This design comes from an exercise in tuning for small area, a short achievable clock period and few clock cycles on the open sky130 flow, not from production work.
In this exercise RTL edits were held to simulation tests only and were not proved equivalent to the original.
Power is estimated from default activity; no workload was simulated.

Setup of run a:
==> flow/design.v <==
module ice_rx (
    input  wire        clk,
    input  wire        rst,
    input  wire        in_valid,
    input  wire [7:0]  in_data,
    output wire        in_ready,
    output reg         bit_valid,
    output reg         bit_data,
    output wire        pay_valid,
    output wire [7:0]  pay_data,
    output reg         res_valid,
    output wire [1:0]  res_tag,
    output wire [3:0]  res_code,
    output wire [16:0] res_count,
    output wire [7:0]  res_f0,
    output wire [7:0]  res_f1,
    output wire [7:0]  res_f2,
    output wire [7:0]  res_f3,
    output wire [7:0]  res_f4,
    output wire [7:0]  res_decl
);
    localparam [1:0] TAG_UNREC = 2'd0, TAG_GOC = 2'd1, TAG_EIN = 2'd2, TAG_MBUS = 2'd3;
    localparam [1:0] P_IDLE = 2'd0, P_LEN_HI = 2'd1, P_LEN_LO = 2'd2, P_BODY = 2'd3;
    function [15:0] crc16_byte;
        input [15:0] c;
        input [7:0]  b;
        integer i;
        reg [15:0] x;
        begin
            x = c ^ {b, 8'h00};
            for (i = 0; i < 8; i = i + 1)
                x = x[15] ? ({x[14:0], 1'b0} ^ 16'h1021) : {x[14:0], 1'b0};
            crc16_byte = x;
        end
    endfunction
    assign in_ready = 1'b1;
    reg        v_q;
    reg [7:0]  d_q;
    reg        ws_q, wl_q, wst_q, wsp_q;    
    reg [1:0]  phase;
    reg [1:0]  chan;
    reg [15:0] r;            
    reg [16:0] c;            
    reg [7:0]  hdr0, hdr1, hdr2, hdr3, hdr4, decl;
    reg [15:0] ck;           
    reg [3:0]  code;         
    reg        last;         
    reg        pv;           
    reg        ng;           
    reg        eok;          
    reg        fst;          
    reg        hz;           
    reg        done;         
    assign res_tag   = chan;
    assign res_code  = code;
    assign res_count = c;
    assign res_f0    = hdr0;
    assign res_f1    = hdr1;
    assign res_f2    = hdr2;
    assign res_f3    = hdr3;
    assign res_f4    = hdr4;
    assign res_decl  = decl;
    assign pay_data  = d_q;
    wire is_goc  = (chan == TAG_GOC);
    wire is_ein  = (chan == TAG_EIN);
    wire is_mbus = (chan == TAG_MBUS);
    wire r_hi0   = (r[15:2] == 14'd0);
    wire r_is2   = r_hi0 & (r[1:0] == 2'd2);
    wire u       = &c[16:3];
    wire [2:0] cl = c[2:0];
    assign pay_valid = v_q & pv;
    wire pv_n = (is_ein  & ~r_is2 & (~c[16] | (u & cl == 3'd7))) |
                (is_mbus & ~r_hi0 & (~c[16] | (u & cl[2:1] == 2'b11)));
    wire [7:0] b = d_q;
    wire w_s  = hz & ws_q;
    wire w_l  = hz & wl_q;
    wire w_st = hz & wst_q;
    wire w_sp = hz & wsp_q;
    wire k_odd = c[0];
    wire      err = code[3] | code[2];
    reg       ev_err;
    reg [3:0] ev_code;
    reg       ev_bit;
    reg       ev_stop;
    always @(*) begin
        ev_err  = 1'b0;
        ev_code = 4'd0;
        ev_bit  = 1'b0;
        ev_stop = 1'b0;
        if (!eok) begin
            ev_err = 1'b1; ev_code = 4'd4;
        end else if (done) begin
            ev_err = 1'b1; ev_code = 4'd5;
        end else if (k_odd) begin
            if (!w_s) begin ev_err = 1'b1; ev_code = 4'd6; end
        end else if (!(w_s | w_l | w_st | w_sp)) begin
            ev_err = 1'b1; ev_code = 4'd6;
        end else if (fst) begin
            if (!w_st) begin ev_err = 1'b1; ev_code = 4'd8; end
        end else if (w_s | w_l) begin
            ev_bit = 1'b1;
        end else if (w_sp) begin
            ev_stop = 1'b1;
        end else begin
            ev_err = 1'b1; ev_code = 4'd8;
        end
    end
    wire        edge_byte = (r[1:0] == 2'd0);
    wire        word_end  = (r[1:0] == 2'd1);
    wire        z_q       = (b == 8'd0);
    wire        n_ng      = ng | (edge_byte & (b[7:1] != 7'd0));
    wire        n_err     = err | (word_end & ev_err);
    wire        n_done    = done | (word_end & ev_stop);
    wire [16:0] c_inc    = c + 17'd1;
    wire [16:0] l_p3     = {1'b0, hdr2, hdr1[7:2], 2'b11};    
    wire [12:0] nbits    = c[13:1] - 13'd1;
    wire        len_diff = (c[16:8] != 9'd0) | (c[7:0] != decl);
    wire [7:0]  sum_n    = ck[15:8] + b;
    wire [15:0] crc_n    = crc16_byte(ck, b);
    wire        ck_bad   = (b != ck[15:8]) | (ck[7:0] != 8'd0);
    wire [15:0] len      = {r[15:8], b};
    wire        short_e  = (len[15:2] == 14'd0);
    wire        short_m  = (len[15:3] == 13'd0);
    always @(posedge clk) begin
        v_q   <= in_valid & ~rst;
        d_q   <= in_data;
        ws_q  <= (in_data >= 8'd6)  & (in_data <= 8'd14);
        wl_q  <= (in_data >= 8'd26) & (in_data <= 8'd34);
        wst_q <= (in_data >= 8'd56) & (in_data <= 8'd64);
        wsp_q <= (in_data >= 8'd86) & (in_data <= 8'd94);
    end
    always @(posedge clk) begin
        begin
            res_valid <= 1'b0;
            bit_valid <= 1'b0;
            if (v_q) begin
                case (phase)
                P_IDLE: begin
                    hdr0 <= b;
                    if (b == 8'h47 || b == 8'h45 || b == 8'h4D) begin
                        chan  <= (b == 8'h47) ? TAG_GOC : (b == 8'h45) ? TAG_EIN : TAG_MBUS;
                        phase <= P_LEN_HI;
                    end else begin
                        chan      <= TAG_UNREC;
                        code      <= 4'd0;
                        c         <= 17'd1;
                        res_valid <= 1'b1;
                    end
                end
                P_LEN_HI: begin
                    r[15:8] <= b;
                    hdr2    <= b;
                    pv      <= 1'b0;
                    phase   <= P_LEN_LO;
                end
                P_LEN_LO: begin
                    r[7:0] <= b;
                    hdr1   <= b;
                    last   <= (len == 16'd1);
                    code   <= 4'd0;
                    done   <= 1'b0;
                    ck     <= is_ein ? 16'h0000 : 16'hFFFF;
                    case (chan)
                    TAG_GOC:  begin ng <= (b[1:0] != 2'd0); c <= (b[1:0] != 2'd0) ? 17'd4 : 17'd0; end
                    TAG_EIN:  begin ng <= short_e; c <= short_e ? 17'd1 : 17'h1FFFD; end
                    default:  begin ng <= short_m; c <= short_m ? 17'd1 : 17'h1FFF9; end
                    endcase
                    if (len == 16'd0) begin
                        phase     <= P_IDLE;
                        res_valid <= 1'b1;
                        c         <= 17'd0;
                        code      <= is_goc ? 4'd9 : 4'd1;
                    end else begin
                        phase <= P_BODY;
                    end
                end
                default: begin  
                    r    <= r - 16'd1;
                    last <= r_is2;
                    pv   <= pv_n & ~last;
                    ck   <= is_ein ? {sum_n, ck[7:0]} : crc_n;
                    if ((!is_goc || ng) && !last) c <= c_inc;
                    if (u) begin
                        if (is_ein) begin
                            if (cl == 3'd5) hdr0 <= b;
                            if (cl == 3'd6) hdr1 <= b;
                            if (cl == 3'd7) decl <= b;
                        end else begin
                            if (cl == 3'd1) hdr0 <= b;
                            if (cl == 3'd2) hdr1 <= b;
                            if (cl == 3'd3) hdr2 <= b;
                            if (cl == 3'd4) hdr3 <= b;
                            if (cl == 3'd5) hdr4 <= b;
                            if (cl == 3'd6) decl <= b;
                        end
                    end
                    if (is_goc) begin
                        ng <= n_ng;
                        if (edge_byte) begin
                            eok <= b[0] ^ c[0];
                            fst <= (c[13:0] == 14'd0);
                        end
                        if (r[1:0] == 2'd3) hz <= z_q;
                        if (r[1:0] == 2'd2) hz <= hz & z_q;
                        if (word_end) begin
                            if (!err) code <= ev_code;
                            done <= n_done;
                            if (!n_err) c <= c_inc;
                            if (!err && ev_bit) begin
                                bit_valid <= 1'b1;
                                bit_data  <= w_l;
                            end
                        end
                    end
                    if (last) begin
                        phase     <= P_IDLE;
                        res_valid <= 1'b1;
                        case (chan)
                        TAG_GOC: begin
                            if (n_ng) begin
                                chan <= TAG_UNREC;
                                c    <= (hdr1[1:0] != 2'd0) ? c : l_p3;
                                code <= 4'd0;
                            end else if (n_err) begin
                            end else if (!n_done) begin
                                code <= 4'd9;
                            end else begin
                                c    <= {4'd0, nbits};
                            end
                        end
                        default: begin
                            code <= 4'd0;
                            if (ng)            code <= 4'd1;
                            else if (len_diff) code <= 4'd2;
                            else if (ck_bad)   code <= 4'd3;
                        end
                        endcase
                    end
                end
                endcase
            end
        end
        if (rst) begin
            phase     <= P_IDLE;
            pv        <= 1'b0;
            res_valid <= 1'b0;
            bit_valid <= 1'b0;
        end
    end
endmodule
==> flow/config.mk <==
export PLATFORM = sky130hd
export DESIGN_NAME = ice_rx
export DESIGN_NICKNAME = ice_rx
export VERILOG_FILES = /design/flow/design.v
export SDC_FILE = /design/flow/constraint.sdc
export NUM_CORES = 4
export LEC_CHECK = 0
export ABC_AREA = 1
export CAP_MARGIN = 20
export CORE_MARGIN = 2
export CORE_UTILIZATION = 60
export PLACE_DENSITY = 0.7
export SETUP_SLACK_MARGIN = 4.0
export SLEW_MARGIN = 20
==> flow/constraint.sdc <==
create_clock -name core_clock -period 6.5 [get_ports {clk}]
set_input_delay 1.3000 -clock core_clock [delete_from_list [all_inputs] [get_ports {clk}]]
set_output_delay 1.3000 -clock core_clock [all_outputs]
set_load 0.01 [all_outputs]
standard.sh (not shown) runs the stock make flow with config.mk's settings and CLKGATE_MAP_FILE= SYNTH_SCRIPT=/design/flow/synth_recipe.tcl, a recipe that flattens the netlist after the stock synthesis.
==> flow/flow/run.sh <==
#!/bin/bash
set -euo pipefail
bash standard.sh \
  "BUFFER_PORTS_ARGS=-buffer_cell sky130_fd_sc_hd__buf_1" \
  "MATCH_CELL_FOOTPRINT=0" \
  "CTS_ARGS=-sink_clustering_enable -repair_clock_nets -dont_use_dummy_load -sink_clustering_size 30 -sink_clustering_max_diameter 60 -buf_list sky130_fd_sc_hd__clkbuf_8" \
  finish > standard.log 2>&1
Testbench counts of run a, summed over its fixed seeds: cycles 66,736.
[inputs] run b vs run a
--- a/flow/design.v
+++ b/flow/design.v
@@ -38,4 +38,6 @@
     reg [7:0]  d_q;
     reg        ws_q, wl_q, wst_q, wsp_q;    
+    reg        z_q;                         
+    reg        g1_q;                        
     reg [1:0]  phase;
     reg [1:0]  chan;
@@ -108,6 +110,5 @@
     wire        edge_byte = (r[1:0] == 2'd0);
     wire        word_end  = (r[1:0] == 2'd1);
-    wire        z_q       = (b == 8'd0);
-    wire        n_ng      = ng | (edge_byte & (b[7:1] != 7'd0));
+    wire        n_ng      = ng | (edge_byte & g1_q);
     wire        n_err     = err | (word_end & ev_err);
     wire        n_done    = done | (word_end & ev_stop);
@@ -129,7 +130,14 @@
         wst_q <= (in_data >= 8'd56) & (in_data <= 8'd64);
         wsp_q <= (in_data >= 8'd86) & (in_data <= 8'd94);
+        z_q   <= (in_data == 8'd0);
+        g1_q  <= (in_data[7:1] != 7'd0);
     end
     always @(posedge clk) begin
-        begin
+        if (rst) begin
+            phase     <= P_IDLE;
+            pv        <= 1'b0;
+            res_valid <= 1'b0;
+            bit_valid <= 1'b0;
+        end else begin
             res_valid <= 1'b0;
             bit_valid <= 1'b0;
@@ -229,4 +237,10 @@
                             end
                         end
+                        TAG_EIN: begin
+                            code <= 4'd0;
+                            if (ng)            code <= 4'd1;
+                            else if (len_diff) code <= 4'd2;
+                            else if (ck_bad)   code <= 4'd3;
+                        end
                         default: begin
                             code <= 4'd0;
@@ -241,10 +255,4 @@
             end
         end
-        if (rst) begin
-            phase     <= P_IDLE;
-            pv        <= 1'b0;
-            res_valid <= 1'b0;
-            bit_valid <= 1'b0;
-        end
     end
 endmodule
### Flow results
- Diff run a -> run b: final cell utilization of the core -1.3 points, met2 track utilization from global routing rose 6.4 points, switching power as a share of total power down 1.2 points.
- Shortest period the worst path allows for run b: 0.019 ns up relative to run a
- The flow did not stop early for run b: all stages ran, and the layout cleared the timing, design-rule and antenna checks.
- On width of the die: run b sits below run a.
Testbench counts of run b, summed over its fixed seeds: cycles 66,736.

-- what the ideal ports hide --
No port has a modelled driver above. Below, the same layouts with a new extraction and two added sets of constraints. Step 1 assumes that a clkbuf_16 drives the clock port and a buf_2 every other input. Step 2 adds t to the input delays and takes it off the output delays; t is the mean of the earliest and latest rising clock arrival at the registers after step 1. Input paths then give back, and output paths get back, about the clock's delay inside the block. a / b / c = ideal ports / drivers / drivers and shift; a / b = the first two.
| run | t (ns) | setup WS [ns] | clock arrival spread, ns | worst slew at a driven data input, ns |
|---|---|---|---|---|
| run a | 0.485 | 4.059 / 4.021 / 4.132 | 0.023 / 0.022 | 0.03 |
| run b | 0.481 | 4.040 / 4.002 / 3.603 | 0.032 / 0.032 | 0.04 |
After both steps every run listed still meets setup and hold. For run b, which loses most, drivers alone change the setup slack by -0.038 ns; drivers and shift together by -0.437 ns.
